Source: an optimization exercise on an open RTL-to-GDS flow (aim: small area, a short achievable clock period and few clock cycles). Production flows keep margins and buffers that such runs may drop.
At most, simulation tests tie the RTL to the original design; equivalence was not proved.
Power is estimated from default activity; no workload was simulated.

Setup of the previous run:
// wnaf_expander
module wnaf_expander (
    input  wire       clk,
    input  wire       rst,           
    input  wire       req_valid,
    output wire       req_ready,
    input  wire       req_we,
    input  wire [8:0] req_addr,
    input  wire [7:0] req_wdata,
    output reg        rsp_valid,
    output reg        rsp_err,
    output reg  [7:0] rsp_rdata
);
clock: 7.0 ns
lec_check: 0
cap_margin: 20
core_margin: 2
core_utilization: 35
cts_cluster_diameter: 80
cts_cluster_size: 20
place_density: 0.55
setup_slack_margin: 4.4
slew_margin: 20
run.sh (not shown) runs the stock make flow with config.mk's settings and CLKGATE_MAP_FILE= SYNTH_SCRIPT=/design/flow/synth_recipe.tcl, a recipe that flattens the netlist after the stock synthesis.
Testbench counts of the previous run, summed over its fixed seeds: cycles 28,474.
The inputs of the current run differ from those of the previous run as listed below.
--- a/flow/design.v
+++ b/flow/design.v
@@ -24,22 +24,23 @@
     reg         rp;              
     reg [15:0]  lk;              
     reg [1:0]   ws;              
     reg [4:0]   q;               
     reg [2:0]   r;
     reg [5:0]   bm;              
     reg         stall;           
+    reg         rdy;             
     reg         hit;             
     reg         sk1;             
     reg         f_wsc, f_ww, f_exp, f_srst;           
     reg         f_rsc, f_rw, f_rst, f_rfc, f_rdig;    
     reg         f_v;                                  
     reg [7:0]   rq_addr;
     reg [7:0]   rq_wdata;
-    assign req_ready = ~stall;
+    assign req_ready = rdy;
     wire accept = req_valid & ~stall;
     wire ph_idle  = (phase == PH_IDLE);
     wire ph_busy  = (phase == PH_BUSY);
     wire ph_done  = (phase == PH_DONE);
     wire ph_fault = (phase == PH_FAULT);
     reg  srdy;                   
     reg  badw;                   
@@ -95,25 +96,22 @@
     wire [4:0] q_p1   = q + 5'd1;
     wire [7:0] pos_p1 = pos + 8'd1;
     wire [7:0] pos_next = start ? 8'd0 :
                           mv_byte ? {q_p1, 3'b000} :
                           mv_single ? pos_p1 : pos;
     wire [7:0] ta = req_addr[7:0];
     wire [7:0] tr = rq_addr;
-    wire a_z = (ta == 8'd0),            r_b = (tr == {q_p1, 3'b000});
-    wire a_b = (ta == {q_p1, 3'b000}),  r_s = (tr == pos_p1);
     wire a_s = (ta == pos_p1);
     wire a_h = (ta == pos);
-    wire a_hit = start ? a_z : mv_byte ? a_b : mv_single ? a_s : a_h;
+    wire a_hit = ~start & ~mv_byte & (mv_single ? a_s : a_h);
+    wire r_q1 = (tr[7:3] == q_p1), r_q = (tr[7:3] == q);
+    wire r_b = r_q1 & (tr[2:0] == 3'd0);
+    wire r_s = (r == 3'd7) ? r_b : (r_q & (tr[2:0] == r + 3'd1));
     wire r_hit = mv_byte ? r_b : r_s;
-    wire a_q0 = (ta[7:3] == 5'd0), a_q1 = (ta[7:3] == q_p1), a_q = (ta[7:3] == q);
-    wire r_q1 = (tr[7:3] == q_p1), r_q = (tr[7:3] == q);
-    wire a_sk = start ? a_q0 : mv_byte ? a_q1 :
-                mv_single ? ((r == 3'd7) ? a_q1 : 1'b1) : ((r != 3'd0) | a_q);
-    wire r_sk = mv_byte ? r_q1 : ((r == 3'd7) ? r_q1 : 1'b1);
+    wire r_sk = (mv_byte | (r == 3'd7)) ? r_q1 : 1'b1;
     wire [7:0] nb1 = rp ? ring[1] : ring[0];
     wire [7:0] nb2 = rp ? ring[2] : ring[1];
     wire       new_bit = (r == 3'd0) ? ((q == 5'd31) ? 1'b0 : nb1[7])
                                      : ((q[4:1] == 4'hf) ? 1'b0 : nb2[r - 3'd1]);
     always @(posedge clk) begin
         if (start) begin
             q    <= 5'd0;
@@ -156,14 +154,15 @@
         else
             rp <= xing & ~start;
     end
     wire i_rdig = ~req_we & req_addr[8];
     always @(posedge clk) begin
         if (rst) begin
             stall  <= 1'b0;
+            rdy    <= 1'b1;
             hit    <= 1'b0;
             sk1    <= 1'b0;
             f_wsc  <= 1'b0;
             f_ww   <= 1'b0;
             f_exp  <= 1'b0;
             f_srst <= 1'b0;
             f_rsc  <= 1'b0;
@@ -173,16 +172,17 @@
             f_rdig <= 1'b0;
             f_v    <= 1'b0;
         end else if (seek) begin
             hit    <= r_hit;
             sk1    <= r_sk;
         end else begin
             stall  <= accept & i_rdig & ~a_hit;
+            rdy    <= ~(accept & i_rdig & ~a_hit);
             hit    <= a_hit;
-            sk1    <= a_sk;
+            sk1    <= 1'b1;
             f_wsc  <= accept & req_we & (req_addr[8:5] == 4'b0000);
             f_ww   <= accept & req_we & (req_addr == 9'h020);
             f_exp  <= accept & req_we & (req_addr == 9'h021) & (req_wdata == 8'h01);
             f_srst <= accept & req_we & (req_addr == 9'h021) & (req_wdata == 8'h02);
             f_rsc  <= accept & ~req_we & (req_addr[8:5] == 4'b0000);
             f_rw   <= accept & ~req_we & (req_addr == 9'h020);
             f_rst  <= accept & ~req_we & (req_addr == 9'h022);
### Flow results
The current run ended with every stage complete and zero timing, DRC or antenna violations.
Worst hold slack came out higher on the current run than on the previous run.
Going from the previous run to the current run, area after synthesis now smaller; non-clock buffer count now larger; clock buffer count in the final layout now larger; synthesized cell count now smaller.
The RTL of the current run was laid out without a check of its function.

---

The RTL this note starts from:
==> flow/design.v <==
module wnaf_expander (
    input  wire       clk,
    input  wire       rst,           
    input  wire       req_valid,
    output wire       req_ready,
    input  wire       req_we,
    input  wire [8:0] req_addr,
    input  wire [7:0] req_wdata,
    output reg        rsp_valid,
    output reg        rsp_err,
    output reg  [7:0] rsp_rdata
);
    localparam [1:0] PH_IDLE  = 2'd0,
                     PH_BUSY  = 2'd1,
                     PH_DONE  = 2'd2,
                     PH_FAULT = 2'd3;
    reg [7:0]   scalar [0:31];   
    reg [31:0]  svalid;
    reg [7:0]   w;
    reg [1:0]   phase;
    reg [1:0]   fcause;
    reg         cout;
    reg [7:0]   ring [0:31];     
    reg         rp;              
    reg [15:0]  lk;              
    reg [1:0]   ws;              
    reg [4:0]   q;               
    reg [2:0]   r;
    reg [5:0]   bm;              
    reg         stall;           
    reg         hit;             
    reg         f_wsc, f_ww, f_exp, f_srst;           
    reg         f_rsc, f_rw, f_rst, f_rfc, f_rdig;    
    reg         f_v;                                  
    reg [7:0]   rq_addr;
    reg [7:0]   rq_wdata;
    assign req_ready = ~stall;
    wire accept = req_valid & ~stall;
    wire ph_idle  = (phase == PH_IDLE);
    wire ph_busy  = (phase == PH_BUSY);
    wire ph_done  = (phase == PH_DONE);
    wire ph_fault = (phase == PH_FAULT);
    reg  srdy;                   
    reg  badw;                   
    wire host_can_write = ph_idle | ph_done;
    wire wr_scalar = f_wsc & host_can_write;
    wire wr_w      = f_ww & host_can_write;
    wire do_expand = f_exp & host_can_write;
    wire do_srst   = f_srst & ~ph_busy;
    wire short = ~srdy;
    wire start = do_expand & ~badw & ~short;
    wire rd_digit = f_rdig & ph_done;
    wire dig_now  = rd_digit & hit;                 
    wire seek     = rd_digit & ~hit;                
    wire [7:0] pos = {q, r};
    wire [5:0] wfill = {ws == 2'd3, ws >= 2'd2, ws != 2'd0, 3'b111};   
    wire       s_start = ~bm[0] & (lk[1] ^ lk[0]);
    wire [5:0] s_bm    = s_start ? wfill : {1'b0, bm[5:1]};
    reg  [7:0] s_digit;
    always @(*) begin
        case (ws)
            2'd0: s_digit = {{5{lk[4]}}, lk[4:2], 1'b1};
            2'd1: s_digit = {{4{lk[5]}}, lk[5:2], 1'b1};
            2'd2: s_digit = {{3{lk[6]}}, lk[6:2], 1'b1};
            default: s_digit = {{2{lk[7]}}, lk[7:2], 1'b1};
        endcase
        if (!s_start) s_digit = 8'h00;
    end
    reg [7:0] c_st;        
    reg [5:0] c_bm;        
    integer ci, cj;
    always @(*) begin
        for (ci = 0; ci < 8; ci = ci + 1) begin
            c_st[ci] = (lk[ci + 1] ^ lk[ci]);
            if (ci < 6)
                c_st[ci] = c_st[ci] & ~bm[ci];
            for (cj = 1; cj <= 6; cj = cj + 1)
                if (ci - cj >= 0 && (cj <= 3 || (cj == 4 && ws != 2'd0) ||
                                     (cj == 5 && ws[1]) || (cj == 6 && ws == 2'd3)))
                    c_st[ci] = c_st[ci] & ~c_st[ci - cj];
        end
        for (ci = 0; ci < 6; ci = ci + 1) begin
            c_bm[ci] = 1'b0;
            for (cj = 0; cj < 8; cj = cj + 1)
                if (8 + ci - cj <= 3)
                    c_bm[ci] = c_bm[ci] | c_st[cj];
                else if (8 + ci - cj <= 6)
                    c_bm[ci] = c_bm[ci] | (c_st[cj] & (ws >= (8 + ci - cj - 3)));
        end
    end
    wire seek_single = (r != 3'd0) | ((rq_addr[7:3] == q) & (rq_addr[2:0] > r));
    wire mv_byte   = ph_busy | (seek & ~seek_single);
    wire mv_single = dig_now | (seek & seek_single);
    wire xing     = mv_byte | (mv_single & (r == 3'd7));    
    wire [7:0] pos_next = start ? 8'd0 :
                          mv_byte ? {q + 5'd1, 3'b000} :
                          mv_single ? pos + 8'd1 : pos;
    wire [7:0] nb1 = rp ? ring[1] : ring[0];
    wire [7:0] nb2 = rp ? ring[2] : ring[1];
    wire       new_bit = (r == 3'd0) ? ((q == 5'd31) ? 1'b0 : nb1[7])
                                     : ((q[4:1] == 4'hf) ? 1'b0 : nb2[r - 3'd1]);
    always @(posedge clk) begin
        if (start) begin
            q    <= 5'd0;
            r    <= 3'd0;
            bm   <= 6'd0;
            cout <= 1'b0;
            lk   <= {scalar[1][6:0], scalar[0], 1'b0};
        end else if (mv_byte | mv_single) begin
            q  <= pos_next[7:3];
            r  <= pos_next[2:0];
            if (xing)
                lk <= {(q == 5'd30) ? 7'h00 : nb2[6:0], nb1,
                       (q == 5'd31) ? 1'b0 : (mv_byte ? lk[8] : lk[1])};   
            else
                lk <= {new_bit, lk[15:1]};
            if (q == 5'd31 && xing)
                bm <= 6'd0;
            else if (mv_byte)
                bm <= c_bm;
            else
                bm <= s_bm;
            if (ph_busy && q == 5'd31)
                cout <= lk[8] & ~c_bm[0];
        end
    end
    integer k;
    always @(posedge clk) begin
        if (start) begin
            for (k = 0; k < 32; k = k + 1)
                ring[k] <= scalar[(k + 1) % 32];
            ws <= w[1:0];
        end else if (rp) begin
            for (k = 0; k < 32; k = k + 1)
                ring[k] <= ring[(k + 1) % 32];
        end
    end
    always @(posedge clk) begin
        if (rst)
            rp <= 1'b0;
        else
            rp <= xing & ~start;
    end
    wire i_rdig = ~req_we & req_addr[8];
    always @(posedge clk) begin
        if (rst) begin
            stall  <= 1'b0;
            hit    <= 1'b0;
            f_wsc  <= 1'b0;
            f_ww   <= 1'b0;
            f_exp  <= 1'b0;
            f_srst <= 1'b0;
            f_rsc  <= 1'b0;
            f_rw   <= 1'b0;
            f_rst  <= 1'b0;
            f_rfc  <= 1'b0;
            f_rdig <= 1'b0;
            f_v    <= 1'b0;
        end else if (seek) begin
            hit    <= (rq_addr == pos_next);
        end else begin
            stall  <= accept & i_rdig & (req_addr[7:0] != pos_next);
            hit    <= (req_addr[7:0] == pos_next);
            f_wsc  <= accept & req_we & (req_addr[8:5] == 4'b0000);
            f_ww   <= accept & req_we & (req_addr == 9'h020);
            f_exp  <= accept & req_we & (req_addr == 9'h021) & (req_wdata == 8'h01);
            f_srst <= accept & req_we & (req_addr == 9'h021) & (req_wdata == 8'h02);
            f_rsc  <= accept & ~req_we & (req_addr[8:5] == 4'b0000);
            f_rw   <= accept & ~req_we & (req_addr == 9'h020);
            f_rst  <= accept & ~req_we & (req_addr == 9'h022);
            f_rfc  <= accept & ~req_we & (req_addr == 9'h023);
            f_rdig <= accept & i_rdig;
            f_v    <= accept;
        end
    end
    always @(posedge clk) begin
        if (~stall) begin
            rq_addr  <= req_addr[7:0];
            rq_wdata <= req_wdata;
        end
    end
    wire ok = wr_scalar | wr_w | do_expand | do_srst | f_rsc | f_rw | f_rst | f_rfc | rd_digit;
    wire [7:0] status = {3'b000, srdy, ph_done & cout, ph_fault, ph_done, ph_busy};
    wire [7:0] rd_data =
        ({8{f_rsc & svalid[rq_addr[4:0]]}} & scalar[rq_addr[4:0]]) |
        ({8{f_rw}}   & w) |
        ({8{f_rst}}  & status) |
        ({8{f_rfc}}  & {6'b000000, fcause}) |
        ({8{rd_digit}} & s_digit);
    always @(posedge clk) begin
        if (rst) begin
            rsp_valid <= 1'b0;
            rsp_err   <= 1'b0;
            rsp_rdata <= 8'h00;
        end else begin
            rsp_valid <= f_v & ~seek;
            rsp_err   <= ~ok;
            rsp_rdata <= ok ? rd_data : 8'h80;
        end
    end
    always @(posedge clk) begin
        if (rst) begin
            phase  <= PH_IDLE;
            fcause <= 2'b00;
        end else if (do_srst) begin
            phase  <= PH_IDLE;
            fcause <= 2'b00;
        end else if (do_expand) begin
            if (badw | short) begin
                phase  <= PH_FAULT;
                fcause <= {short, badw};
            end else begin
                phase <= scalar[31][7] ? PH_BUSY : PH_DONE;
            end
        end else if (ph_busy) begin
            if (q == 5'd31)
                phase <= PH_DONE;
        end
    end
    reg [31:0] svalid_next;
    reg [7:0]  w_next;
    always @(*) begin
        svalid_next = svalid;
        w_next      = w;
        if (wr_scalar)
            svalid_next[rq_addr[4:0]] = 1'b1;
        if (wr_w)
            w_next = rq_wdata;
        if (rst || do_srst) begin
            svalid_next = 32'h0;
            w_next      = 8'h00;
        end
    end
    reg [31:0] svalid_set;
    always @(*) begin
        svalid_set = svalid;
        svalid_set[rq_addr[4:0]] = 1'b1;
    end
    wire clr = rst | do_srst;
    always @(posedge clk) begin
        svalid <= svalid_next;
        w      <= w_next;
        srdy   <= ~clr & (wr_scalar ? &svalid_set : &svalid);
        badw   <= clr | (w_next[7:2] != 6'b000001);
    end
    always @(posedge clk) begin
        if (wr_scalar)
            scalar[rq_addr[4:0]] <= rq_wdata;
    end
endmodule
Settings: LEC_CHECK=0, CAP_MARGIN=20, CORE_MARGIN=2, CORE_UTILIZATION=35, PLACE_DENSITY=0.55, SETUP_SLACK_MARGIN=4.0, SLEW_MARGIN=20; clock period 7.0 ns.
Then changed:
--- a/flow/design.v
+++ b/flow/design.v
@@ -22,5 +22,4 @@
     reg         cout;
     reg [7:0]   ring [0:31];     
-    reg         rp;              
     reg [15:0]  lk;              
     reg [1:0]   ws;              
@@ -41,6 +40,5 @@
     wire ph_done  = (phase == PH_DONE);
     wire ph_fault = (phase == PH_FAULT);
-    reg  srdy;                   
-    reg  badw;                   
+    wire srdy = &svalid;
     wire host_can_write = ph_idle | ph_done;
     wire wr_scalar = f_wsc & host_can_write;
@@ -48,4 +46,5 @@
     wire do_expand = f_exp & host_can_write;
     wire do_srst   = f_srst & ~ph_busy;
+    wire badw  = (w[7:2] != 6'b000001);
     wire short = ~srdy;
     wire start = do_expand & ~badw & ~short;
@@ -96,6 +95,6 @@
                           mv_byte ? {q + 5'd1, 3'b000} :
                           mv_single ? pos + 8'd1 : pos;
-    wire [7:0] nb1 = rp ? ring[1] : ring[0];
-    wire [7:0] nb2 = rp ? ring[2] : ring[1];
+    wire [7:0] nb1 = ring[0];
+    wire [7:0] nb2 = ring[1];
     wire       new_bit = (r == 3'd0) ? ((q == 5'd31) ? 1'b0 : nb1[7])
                                      : ((q[4:1] == 4'hf) ? 1'b0 : nb2[r - 3'd1]);
@@ -131,14 +130,8 @@
                 ring[k] <= scalar[(k + 1) % 32];
             ws <= w[1:0];
-        end else if (rp) begin
+        end else if (xing) begin
             for (k = 0; k < 32; k = k + 1)
                 ring[k] <= ring[(k + 1) % 32];
         end
-    end
-    always @(posedge clk) begin
-        if (rst)
-            rp <= 1'b0;
-        else
-            rp <= xing & ~start;
     end
     wire i_rdig = ~req_we & req_addr[8];
@@ -218,29 +211,14 @@
         end
     end
-    reg [31:0] svalid_next;
-    reg [7:0]  w_next;
-    always @(*) begin
-        svalid_next = svalid;
-        w_next      = w;
-        if (wr_scalar)
-            svalid_next[rq_addr[4:0]] = 1'b1;
-        if (wr_w)
-            w_next = rq_wdata;
+    always @(posedge clk) begin
         if (rst || do_srst) begin
-            svalid_next = 32'h0;
-            w_next      = 8'h00;
-        end
-    end
-    reg [31:0] svalid_set;
-    always @(*) begin
-        svalid_set = svalid;
-        svalid_set[rq_addr[4:0]] = 1'b1;
-    end
-    wire clr = rst | do_srst;
-    always @(posedge clk) begin
-        svalid <= svalid_next;
-        w      <= w_next;
-        srdy   <= ~clr & (wr_scalar ? &svalid_set : &svalid);
-        badw   <= clr | (w_next[7:2] != 6'b000001);
+            svalid <= 32'h0;
+            w      <= 8'h00;
+        end else begin
+            if (wr_scalar)
+                svalid[rq_addr[4:0]] <= 1'b1;
+            if (wr_w)
+                w <= rq_wdata;
+        end
     end
     always @(posedge clk) begin
What happened: Combinational power fell by 14%; count of clock-buffer cells in the layout rose by 1; routed wire length fell by 6.8%; via count fell by 5.9%; final cell count fell by 4.8%; utilization rose by 0.27 points; critical path depth rose by 5; non-clock buffer count fell by 13; die area fell by 2.8%; synthesized cell count fell by 6.6%.
No run of this note included a check of the RTL's function; only the layout flow was run.

what the ideal ports hide:
No port has a modelled driver above. Below, the same layouts with a new extraction and two added sets of constraints.
Step 1 sets driving cells, clkbuf_16 on the clock port and buf_2 on the other inputs (assumed; they add their load-dependent delay and slew).
Step 2 times the ports against the registers' clock, not the clock port: input delays grow and output delays shrink by t, the midpoint of the rising clock arrivals with the driver on.
a / b / c = no drivers / after step 1 / after step 2; a / b = the first two.
| run | shift t [ns] | setup WS [ns] | latest minus earliest clock arrival (ns) | worst register clock-pin slew, ns |
|---|---|---|---|---|
| the previous run | 0.660 | 4.320 / 4.254 / 3.804 | 0.022 / 0.022 | 0.09 / 0.09 |
| the current run | 0.650 | 4.114 / 4.114 / 3.703 | 0.034 / 0.034 | 0.09 / 0.09 |
| the first run of note 2 | 0.672 | 3.995 / 3.993 / 3.546 | 0.018 / 0.018 | 0.06 / 0.06 |
| the second run of note 2 | 0.659 | 3.962 / 3.962 / 3.549 | 0.025 / 0.024 | 0.06 / 0.06 |
After both steps setup and hold are still met in every run listed. For the previous run, which loses most, drivers alone change the setup slack by -0.066 ns; drivers and shift together by -0.516 ns.
